Context: an optimization exercise on an open-source flow, tuned for small area, a short achievable clock period and few clock cycles. The choices shown serve that exercise and are no tape-out recipe. Function was checked by simulation only, so behaviour that the tests miss may differ from the original. Power figures rest on the tool's default switching activity, not on a simulated workload.

==> design.v <==
module sscs_core (
    input  wire        clk,
    input  wire        rst,
    input  wire        cmd_valid,
    input  wire [2:0]  cmd_op,
    input  wire [3:0]  cmd_idx,
    input  wire [15:0] cmd_data,
    output wire        cmd_ready,
    input  wire        intr,
    input  wire [3:0]  dbg_idx,
    output wire [15:0] dbg_rdata,
    output reg         halted,
    output reg         running,
    output reg  [2:0]  stop,
    output reg  [2:0]  stop_kind,
    output reg         mem_req,
    output reg         mem_we,
    output reg  [11:0] mem_addr,
    output reg  [15:0] mem_wdata,
    input  wire [15:0] mem_rdata,
    input  wire        mem_ack,
    output reg         trace_valid,
    output reg  [15:0] trace_pc,
    output reg  [15:0] trace_word,
    output reg  [2:0]  trace_fault,
    output reg         out_valid,
    output reg         out_end,
    output reg  [7:0]  out_data
);
    localparam CMD_STEP = 3'd1, CMD_RUN = 3'd2, CMD_CLEAR = 3'd3, CMD_SETREG = 3'd4;
    localparam STOP_NONE = 3'd0, STOP_HLT = 3'd1, STOP_HCF = 3'd2, STOP_INTR = 3'd3,
               STOP_RESET = 3'd4, STOP_FAULT = 3'd5;
    localparam F_NONE = 3'd0, F_SEG = 3'd1, F_ARITH = 3'd4, F_DIV0 = 3'd5, F_UNK = 3'd6;
    localparam S_IDLE = 3'd0, S_FETCH = 3'd1, S_EXEC = 3'd2, S_MEM = 3'd3,
               S_DIV = 3'd4, S_PRN = 3'd5, S_END = 3'd6;
    localparam OP_HLT = 6'd0,  OP_HCF = 6'd1,  OP_ADD = 6'd2,  OP_ADDI = 6'd3,
               OP_SUB = 6'd4,  OP_SUBI = 6'd5, OP_MUL = 6'd6,  OP_MULI = 6'd7,
               OP_DIV = 6'd8,  OP_DIVI = 6'd9, OP_MOD = 6'd10, OP_MODI = 6'd11,
               OP_AND = 6'd15, OP_ANDI = 6'd16, OP_OR = 6'd17, OP_ORI = 6'd18,
               OP_XOR = 6'd19, OP_XORI = 6'd20, OP_NOT = 6'd23, OP_SL = 6'd24,
               OP_SLI = 6'd25, OP_SR = 6'd26, OP_SRI = 6'd27, OP_TEQ = 6'd30,
               OP_TLT = 6'd31, OP_TGT = 6'd33, OP_B = 6'd40, OP_BAL = 6'd41,
               OP_BR = 6'd42, OP_BEQZ = 6'd43, OP_BNEZ = 6'd44, OP_LD = 6'd50,
               OP_LDL = 6'd51, OP_ST = 6'd52, OP_STL = 6'd53, OP_CPY = 6'd55,
               OP_CPYM = 6'd56, OP_RET = 6'd61, OP_PRN = 6'd62, OP_NOP = 6'd63;
    reg [15:0] x [0:10];           
    reg [2:0]  state;
    reg [15:0] ir;                 
    reg [15:0] ir_pc;              
    reg        intr_pend;
    reg [12:0] prn_addr;
    reg [4:0]  div_cnt;
    reg [16:0] div_rem;
    reg [15:0] div_quo;
    reg [15:0] div_dsr;
    reg        div_mod;
    wire [15:0] pc = x[10];
    wire [5:0]  opcode = ir[5:0];
    wire [2:0]  op1    = ir[8:6];
    wire [2:0]  op2    = ir[11:9];
    wire [15:0] imm7   = {9'd0, ir[15:9]};
    wire [15:0] imm10  = {6'd0, ir[15:6]};
    wire [15:0] ra_val = x[op1];
    wire [15:0] rb_val = x[op2];
    wire [16:0] sum_rr  = {1'b0, ra_val} + {1'b0, rb_val};
    wire [16:0] sum_ri  = {1'b0, ra_val} + {1'b0, imm7};
    wire [31:0] prod_rr = ra_val * rb_val;
    wire [31:0] prod_ri = ra_val * imm7;
    wire [15:0] shl_rr  = (rb_val >= 16'd16) ? 16'd0 : (ra_val << rb_val[3:0]);
    wire [15:0] shr_rr  = (rb_val >= 16'd16) ? 16'd0 : (ra_val >> rb_val[3:0]);
    wire [15:0] shl_ri  = (imm7 >= 16'd16) ? 16'd0 : (ra_val << imm7[3:0]);
    wire [15:0] shr_ri  = (imm7 >= 16'd16) ? 16'd0 : (ra_val >> imm7[3:0]);
    wire [16:0] div_shift = {div_rem[15:0], div_quo[15]};
    wire [16:0] div_diff  = div_shift - {1'b0, div_dsr};
    assign cmd_ready = (state == S_IDLE) && !running;
    assign dbg_rdata = (dbg_idx <= 4'd10) ? x[dbg_idx] : 16'd0;
    integer i;
    task finish_step;
        input [2:0] fault;
        begin
            trace_valid <= 1'b1;
            trace_pc    <= ir_pc;
            trace_word  <= (fault == F_SEG && state == S_FETCH) ? 16'd0 : ir;
            trace_fault <= fault;
            if (fault != F_NONE) begin
                halted    <= 1'b1;
                stop      <= STOP_FAULT;
                stop_kind <= fault;
            end
            state <= S_END;
        end
    endtask
    always @(posedge clk) begin
        if (rst) begin
            for (i = 0; i <= 10; i = i + 1) x[i] <= 16'd0;
            state       <= S_IDLE;
            halted      <= 1'b1;
            running     <= 1'b0;
            stop        <= STOP_RESET;
            stop_kind   <= F_NONE;
            intr_pend   <= 1'b0;
            mem_req     <= 1'b0;
            mem_we      <= 1'b0;
            mem_addr    <= 12'd0;
            mem_wdata   <= 16'd0;
            trace_valid <= 1'b0;
            trace_pc    <= 16'd0;
            trace_word  <= 16'd0;
            trace_fault <= 3'd0;
            out_valid   <= 1'b0;
            out_end     <= 1'b0;
            out_data    <= 8'd0;
            ir          <= 16'd0;
            ir_pc       <= 16'd0;
            prn_addr    <= 13'd0;
            div_cnt     <= 5'd0;
            div_rem     <= 17'd0;
            div_quo     <= 16'd0;
            div_dsr     <= 16'd0;
            div_mod     <= 1'b0;
        end else begin
            trace_valid <= 1'b0;
            out_valid   <= 1'b0;
            out_end     <= 1'b0;
            if (intr && state != S_IDLE && state != S_END) intr_pend <= 1'b1;
            case (state)
            S_IDLE: begin
                if (intr) begin
                    if (!halted) stop <= STOP_INTR;
                    halted <= 1'b1;
                end
                if (cmd_valid) begin
                    case (cmd_op)
                    CMD_STEP: begin
                        ir_pc <= pc;
                        state <= S_FETCH;
                    end
                    CMD_RUN: begin
                        running <= 1'b1;
                        ir_pc   <= pc;
                        state   <= S_FETCH;
                    end
                    CMD_CLEAR: begin
                        halted    <= 1'b0;
                        stop      <= STOP_NONE;
                        stop_kind <= F_NONE;
                    end
                    CMD_SETREG: begin
                        if (cmd_idx <= 4'd10) x[cmd_idx] <= cmd_data;
                    end
                    default: ;
                    endcase
                end
            end
            S_FETCH: begin
                if (pc >= 16'd4095) begin
                    finish_step(F_SEG);
                end else if (!mem_req) begin
                    mem_req  <= 1'b1;
                    mem_we   <= 1'b0;
                    mem_addr <= pc[11:0];
                end else if (mem_ack) begin
                    mem_req <= 1'b0;
                    ir      <= mem_rdata;
                    x[10]   <= pc + 16'd2;
                    state   <= S_EXEC;
                end
            end
            S_EXEC: begin
                case (opcode)
                OP_HLT: begin
                    halted <= 1'b1; stop <= STOP_HLT; stop_kind <= F_NONE;
                    finish_step(F_NONE);
                end
                OP_HCF: begin
                    halted <= 1'b1; stop <= STOP_HCF; stop_kind <= F_NONE;
                    finish_step(F_NONE);
                end
                OP_NOP: finish_step(F_NONE);
                OP_ADD: begin
                    if (sum_rr[16]) finish_step(F_ARITH);
                    else begin x[0] <= sum_rr[15:0]; finish_step(F_NONE); end
                end
                OP_ADDI: begin
                    if (sum_ri[16]) finish_step(F_ARITH);
                    else begin x[0] <= sum_ri[15:0]; finish_step(F_NONE); end
                end
                OP_SUB: begin
                    if (ra_val < rb_val) x[0] <= 16'd0;
                    else x[op1] <= ra_val - rb_val;
                    finish_step(F_NONE);
                end
                OP_SUBI: begin
                    if (ra_val < imm7) x[0] <= 16'd0;
                    else x[0] <= ra_val - imm7;
                    finish_step(F_NONE);
                end
                OP_MUL: begin
                    if (prod_rr[31:16] != 16'd0) finish_step(F_ARITH);
                    else begin x[0] <= prod_rr[15:0]; finish_step(F_NONE); end
                end
                OP_MULI: begin
                    if (prod_ri[31:16] != 16'd0) finish_step(F_ARITH);
                    else begin x[0] <= prod_ri[15:0]; finish_step(F_NONE); end
                end
                OP_DIV, OP_MOD, OP_DIVI, OP_MODI: begin
                    if ((opcode == OP_DIV || opcode == OP_MOD) ? (rb_val == 16'd0) : (imm7 == 16'd0)) begin
                        finish_step(F_DIV0);
                    end else begin
                        div_dsr <= (opcode == OP_DIV || opcode == OP_MOD) ? rb_val : imm7;
                        div_quo <= ra_val;
                        div_rem <= 17'd0;
                        div_cnt <= 5'd16;
                        div_mod <= (opcode == OP_MOD || opcode == OP_MODI);
                        state   <= S_DIV;
                    end
                end
                OP_AND:  begin x[0] <= ra_val & rb_val; finish_step(F_NONE); end
                OP_ANDI: begin x[0] <= ra_val & imm7;   finish_step(F_NONE); end
                OP_OR:   begin x[0] <= ra_val | rb_val; finish_step(F_NONE); end
                OP_ORI:  begin x[0] <= ra_val | imm7;   finish_step(F_NONE); end
                OP_XOR:  begin x[0] <= ra_val ^ rb_val; finish_step(F_NONE); end
                OP_XORI: begin x[0] <= ra_val ^ imm7;   finish_step(F_NONE); end
                OP_NOT:  begin x[0] <= ~ra_val;         finish_step(F_NONE); end
                OP_SL:   begin x[0] <= shl_rr;          finish_step(F_NONE); end
                OP_SLI:  begin x[0] <= shl_ri;          finish_step(F_NONE); end
                OP_SR:   begin x[0] <= shr_rr;          finish_step(F_NONE); end
                OP_SRI:  begin x[0] <= shr_ri;          finish_step(F_NONE); end
                OP_TEQ:  begin x[7] <= {15'd0, ra_val == rb_val}; finish_step(F_NONE); end
                OP_TLT:  begin x[7] <= {15'd0, ra_val <  rb_val}; finish_step(F_NONE); end
                OP_TGT:  begin x[7] <= {15'd0, ra_val >  rb_val}; finish_step(F_NONE); end
                OP_B:    begin x[10] <= imm10; finish_step(F_NONE); end
                OP_BAL:  begin x[9] <= pc; x[10] <= imm10; finish_step(F_NONE); end
                OP_BR:   begin x[10] <= ra_val; finish_step(F_NONE); end
                OP_BEQZ: begin
                    if (x[7] == 16'd0) x[10] <= imm10;
                    finish_step(F_NONE);
                end
                OP_BNEZ: begin
                    if (x[7] != 16'd0) x[10] <= imm10;
                    finish_step(F_NONE);
                end
                OP_RET:  begin x[10] <= x[9]; finish_step(F_NONE); end
                OP_LDL:  begin x[0] <= imm10; finish_step(F_NONE); end
                OP_CPY:  begin x[op1] <= rb_val; finish_step(F_NONE); end
                OP_LD, OP_ST: begin
                    if (rb_val >= 16'd4095) begin
                        finish_step(F_SEG);
                    end else begin
                        mem_req   <= 1'b1;
                        mem_we    <= (opcode == OP_ST);
                        mem_addr  <= rb_val[11:0];
                        mem_wdata <= ra_val;
                        state     <= S_MEM;
                    end
                end
                OP_STL, OP_CPYM: begin
                    mem_req   <= 1'b1;
                    mem_we    <= (opcode == OP_STL);
                    mem_addr  <= imm7[11:0];
                    mem_wdata <= ra_val;
                    state     <= S_MEM;
                end
                OP_PRN: begin
                    prn_addr <= imm10[12:0];
                    state    <= S_PRN;
                end
                default: finish_step(F_UNK);
                endcase
            end
            S_MEM: begin
                if (mem_ack) begin
                    mem_req <= 1'b0;
                    mem_we  <= 1'b0;
                    if (!mem_we) x[op1] <= mem_rdata;
                    finish_step(F_NONE);
                end
            end
            S_DIV: begin
                if (div_cnt == 5'd0) begin
                    x[0] <= div_mod ? div_rem[15:0] : div_quo;
                    finish_step(F_NONE);
                end else begin
                    if (div_diff[16]) begin
                        div_rem <= div_shift;
                        div_quo <= {div_quo[14:0], 1'b0};
                    end else begin
                        div_rem <= div_diff;
                        div_quo <= {div_quo[14:0], 1'b1};
                    end
                    div_cnt <= div_cnt - 5'd1;
                end
            end
            S_PRN: begin
                if (prn_addr >= 13'd4096) begin
                    finish_step(F_SEG);
                end else if (!mem_req) begin
                    mem_req  <= 1'b1;
                    mem_we   <= 1'b0;
                    mem_addr <= prn_addr[11:0];
                end else if (mem_ack) begin
                    mem_req <= 1'b0;
                    if (mem_rdata[15:8] == 8'd0) begin
                        out_valid <= 1'b1;
                        out_end   <= 1'b1;
                        out_data  <= 8'd0;
                        finish_step(F_NONE);
                    end else begin
                        out_valid <= 1'b1;
                        out_data  <= mem_rdata[15:8];
                        prn_addr  <= prn_addr + 13'd1;
                    end
                end
            end
            S_END: begin
                if (intr || intr_pend) begin
                    if (!halted) stop <= STOP_INTR;
                    halted    <= 1'b1;
                    intr_pend <= 1'b0;
                end
                if (running && !halted && !intr && !intr_pend) begin
                    ir_pc <= pc;
                    state <= S_FETCH;
                end else begin
                    running <= 1'b0;
                    state   <= S_IDLE;
                end
            end
            default: state <= S_IDLE;
            endcase
        end
    end
endmodule
==> run.sh <==
#!/bin/bash
# synth_recipe.tcl (not shown) runs the flow's synth.tcl, then flattens the netlist and writes it again
# the make line also repeats each setting of config.mk as NAME=value (left out here)
make -C /OpenROAD-flow-scripts/flow DESIGN_CONFIG=/design/flow/config.mk WORK_HOME=/design/flow/orfs CLKGATE_MAP_FILE= SYNTH_SCRIPT=/design/flow/synth_recipe.tcl finish
==> config.mk <==
export PLATFORM = sky130hd
export DESIGN_NAME = sscs_core
export DESIGN_NICKNAME = sscs_core
export VERILOG_FILES = /design/flow/design.v
export SDC_FILE = /design/flow/constraint.sdc
export NUM_CORES = 4
export LEC_CHECK = 0
export CAP_MARGIN = 20
export CORE_MARGIN = 2
export CORE_UTILIZATION = 30
export SLEW_MARGIN = 20
==> constraint.sdc <==
create_clock -name core_clock -period 12.0 [get_ports {clk}]
set_input_delay 2.4000 -clock core_clock [delete_from_list [all_inputs] [get_ports {clk}]]
set_output_delay 2.4000 -clock core_clock [all_outputs]
set_load 0.01 [all_outputs]
==> impl_metrics.yaml <==
sta:
  tightest_slew_ns: 1.31
  fmax_mhz: 87.8
  max_slew_margin_pct: 11.7
  slew_viol_final: 0
  rsz0062_at_grt: "no"
  layout_setup_ws_ns: 0.607
  finClkSkew_ns: 0.0242
  tns_ns: 0
  final-hold-violation-count: 0
  min_period_ns: 11.39
  setup_viol: 0
  post-route-period-util_pct: 94.9
  holdWs_ns: 0.450
route:
  drt_wl_total_mm: 200
  drtAntennaViolNets: 0
  drcViolationCount: 0
  via_per_inst: 6.06
  firstDrtPassIters: 10
  wire_per_inst_um: 30.1
  first_iter_violations: 5820
  num_vias: 40200
synthesis:
  seq_area_frac_synth_pct: 22.9
  yosysWarnings: 1
  yosys_register_bits: 369
  yosysMostFrequentCell: "nand2_1"
  synthArstFlopShare_pct: 0
  synthFlopType: "dfxtp_1"
  synth_largest_area_cell: "fa_1"
  synthCells: 4834
  synth_area_per_cell_um2: 8.27
  synth_edf_count: 176
  netlist_top_cells_count: "nand2_1, nor2_1, inv_1, a21oi_1, fa_1"
  synth_fp_nets: 5388
  synth_area_um2: 40000
  yosysTopAreaCellShare_pct: 13.4
  synth.area.top_cells: "fa_1, edfxtp_1, dfxtp_1"
  ys_types: 113
placed_design:
  post-place-cells: 6574
  gp_congestion: 1.07
  io_buffer_count: 148
  hpwlAfterDp_mm: 155
  post-place-ws_ns: 1.07
  placed_cell_area_um2: 43700
die:
  start_util_pct: 30.3
  rows: 133
  die_x_um: 369
  pin_count: 149
  dieArea_um2: 136000
  die_h_um: 369
  core_um2: 132000
clock_tree:
  root_buffer: "clkbuf_16"
  clk_pin_slew_ns: 0.07
  h-tree-depth: 2
  cts_setup_buffers: 0
  cts_hold_buf: 0
  insertion_delay_ns: 0.60
  clock_sinks: 369
  cts_tree: "built"
  cts_buffer_depth: 3
  cts_resized: 0
  cts_buffers: 39
layout:
  final_cells: 6645
  diodes: 0
  nets: 5414
  fin_area_um2: 44900
  drive_gt1_share_pct: 9.28
  synthToLayoutAreaGrowth_pct: 12.4
critical_path:
  cp_common_cell: "fa_1"
  slowest_stage: "a21boi_1"
  worstPathRequired_ns: 12.30
  crit_fanout: 19
  startpoint_type: "flop"
  r2r_cells: 27
  slowest_delay_ns: 0.99
  critical_path_class: "reg2reg"
  cp.arrival_ns: 11.69
  crit_path_end_kind: "flop"
worst_hold_path:
  hp-class: "reg2reg"
  min_path_cells: 2
power:
  powerDensity_nw_per_um2: 126
  ir_drop_uv: 137
  p_leak_nw: 17.2
grt:
  gr-total-overflow: 0
  grt_pass1_vias: 38500
  antenna_found_initial: 6
  grt_max_degree: 69
  grtUsageTotal_pct: 28.5
  grt_pass1_wl_mm: 283
flow_run:
  max_cap_viol_count: 0
status:
  status: "finished clean"
-- per-stage QoR --
step           utilization, %  total power, mW
2_1_floorplan               -             3.44
3_3_place_gp             33.2             4.37
3_5_place_dp             33.2             4.37
4_1_cts                  34.1             5.61
5_1_grt                  34.1             5.99
6_report                 34.1             5.68
-- registers in the layout (all words and copies together), names as in the netlist, 3 cells and up, named ones only --
register and count:
x 176, div_dsr 16, div_quo 16, div_rem 16, ir 16, ir_pc 16, mem_wdata 16, trace_pc 16
trace_word 16, prn_addr 13, mem_addr 12, out_data 8, div_cnt 5, state 3, stop 3, stop_kind 3
trace_fault 3
-- final timing paths --
kind / startpoint / to / slack [ns]
setup / recovery: flop / x[10][2] / 0.61
hold / removal: div_dsr[13] / div_dsr[13] / 0.45
setup reg to reg: flop / x[10][2] / 0.61
hold reg to reg: div_dsr[13] / div_dsr[13] / 0.45
-- layout by cell type (no fill, tap or decap), types with 16 or more instances in the layout --
master,instances
a211oi_1,68
xor2_1,30
a21o_1,37
inv_2,18
a221oi_1,46
mux4_2,92
nand3_1,113
nor2_1,625
fa_1,268
clkbuf_16,40
a222oi_1,34
o21ai_0,232
o21bai_1,16
nand4_1,21
o21a_1,16
a22oi_1,23
nor4_1,34
dfxtp_1,187
nand2b_1,30
inv_1,383
nor2b_1,23
o22ai_1,36
o221ai_1,22
edfxtp_1,176
ha_1,238
nand2_1,658
o211ai_1,65
o21ai_1,24
clkdlybuf4s50_1,145
mux2_2,17
a21oi_1,317
nor3_1,81
o31ai_1,16
or3_1,17
xnor2_1,68
mux2i_1,104
buf_4,175
and3_1,30
a31oi_1,39
and2_1,26
-- cell type report --
type | instances | area [µm²]
Clock buffer | 57 | 1110
Clock inverter | 14 | 140
Inverter | 412 | 1550
Sequential cell | 369 | 9160
Multi-Input combinational cell | 3713 | 28000
Tap cell | 1755 | 2200
Fill cell | 13800 | 86800
Timing Repair Buffer | 325 | 2830
-- cell families after synthesis --
logic type | after synthesis | share of synthesized area [%]
AND/OR/NAND/NOR | 1729 | 18.7
XOR/XNOR | 99 | 2.17
adder cells (fa/ha/maj) | 506 | 20.9
buffers and inverters | 752 | 7.42
flip-flops | 369 | 22.9
multiplexers | 230 | 8.97
AO/OA/AOI/OAI | 1149 | 19.0
-- per-layer routing --
layer / part of all wire, % / vias up / GRT usage, %
li1: - / 17100 / -
met1: 39 / 20000 / 37.6
met3: 13 / 534 / 8.97
met4: 5.8 / 8 / 13.9
met2: 42 / 2654 / 42.0
met5: 0.030 / - / 0
-- worst max-delay path, delay by kind of cell, from the launching register on --
kind            cells  cell delay, ns
simple gates        5            1.37
fa+ha+maj           7            3.42
compound gates      8            3.41
buf+inv             5            0.95
mux                 2            1.07
flops               1            0.81
-- power breakdown --
group	switching, mW	total [mW]	internal [mW]
Sequential	0.0733	1.47	1.39
Combinational	1.94	2.97	1.03
Clock	0.549	1.24	0.688
Testbench counts, summed over its fixed seeds: cycles 192,563.

## static timing again, ports no longer ideal
No port has a modelled driver above. Below, the same layout with a new extraction and two added sets of constraints.
Step 1 (the two cells are an assumption about what drives the block):
set clk [get_ports {clk}]
set_driving_cell -lib_cell sky130_fd_sc_hd__clkbuf_16 $clk
set_driving_cell -lib_cell sky130_fd_sc_hd__buf_2 [delete_from_list [all_inputs] $clk]
Step 2, shift: input delay + t, output delay - t, t = (earliest + latest rising clock arrival at the registers) / 2. This alone moves slack from input paths to output paths.
a / b / c = ideal ports / drivers / drivers and shift; a / b = the first two.
t (ns): 0.663
setup slack, ns: 0.607 / 0.607 / 0.607
worst setup path at the end: register to register
worst register clock-pin slew, ns: 0.07 / 0.07
cell pins on the clock port's net: 1
After both steps this run still meets setup and hold. For this run, drivers alone change the setup slack by 0.000 ns; drivers and shift together by 0.000 ns.
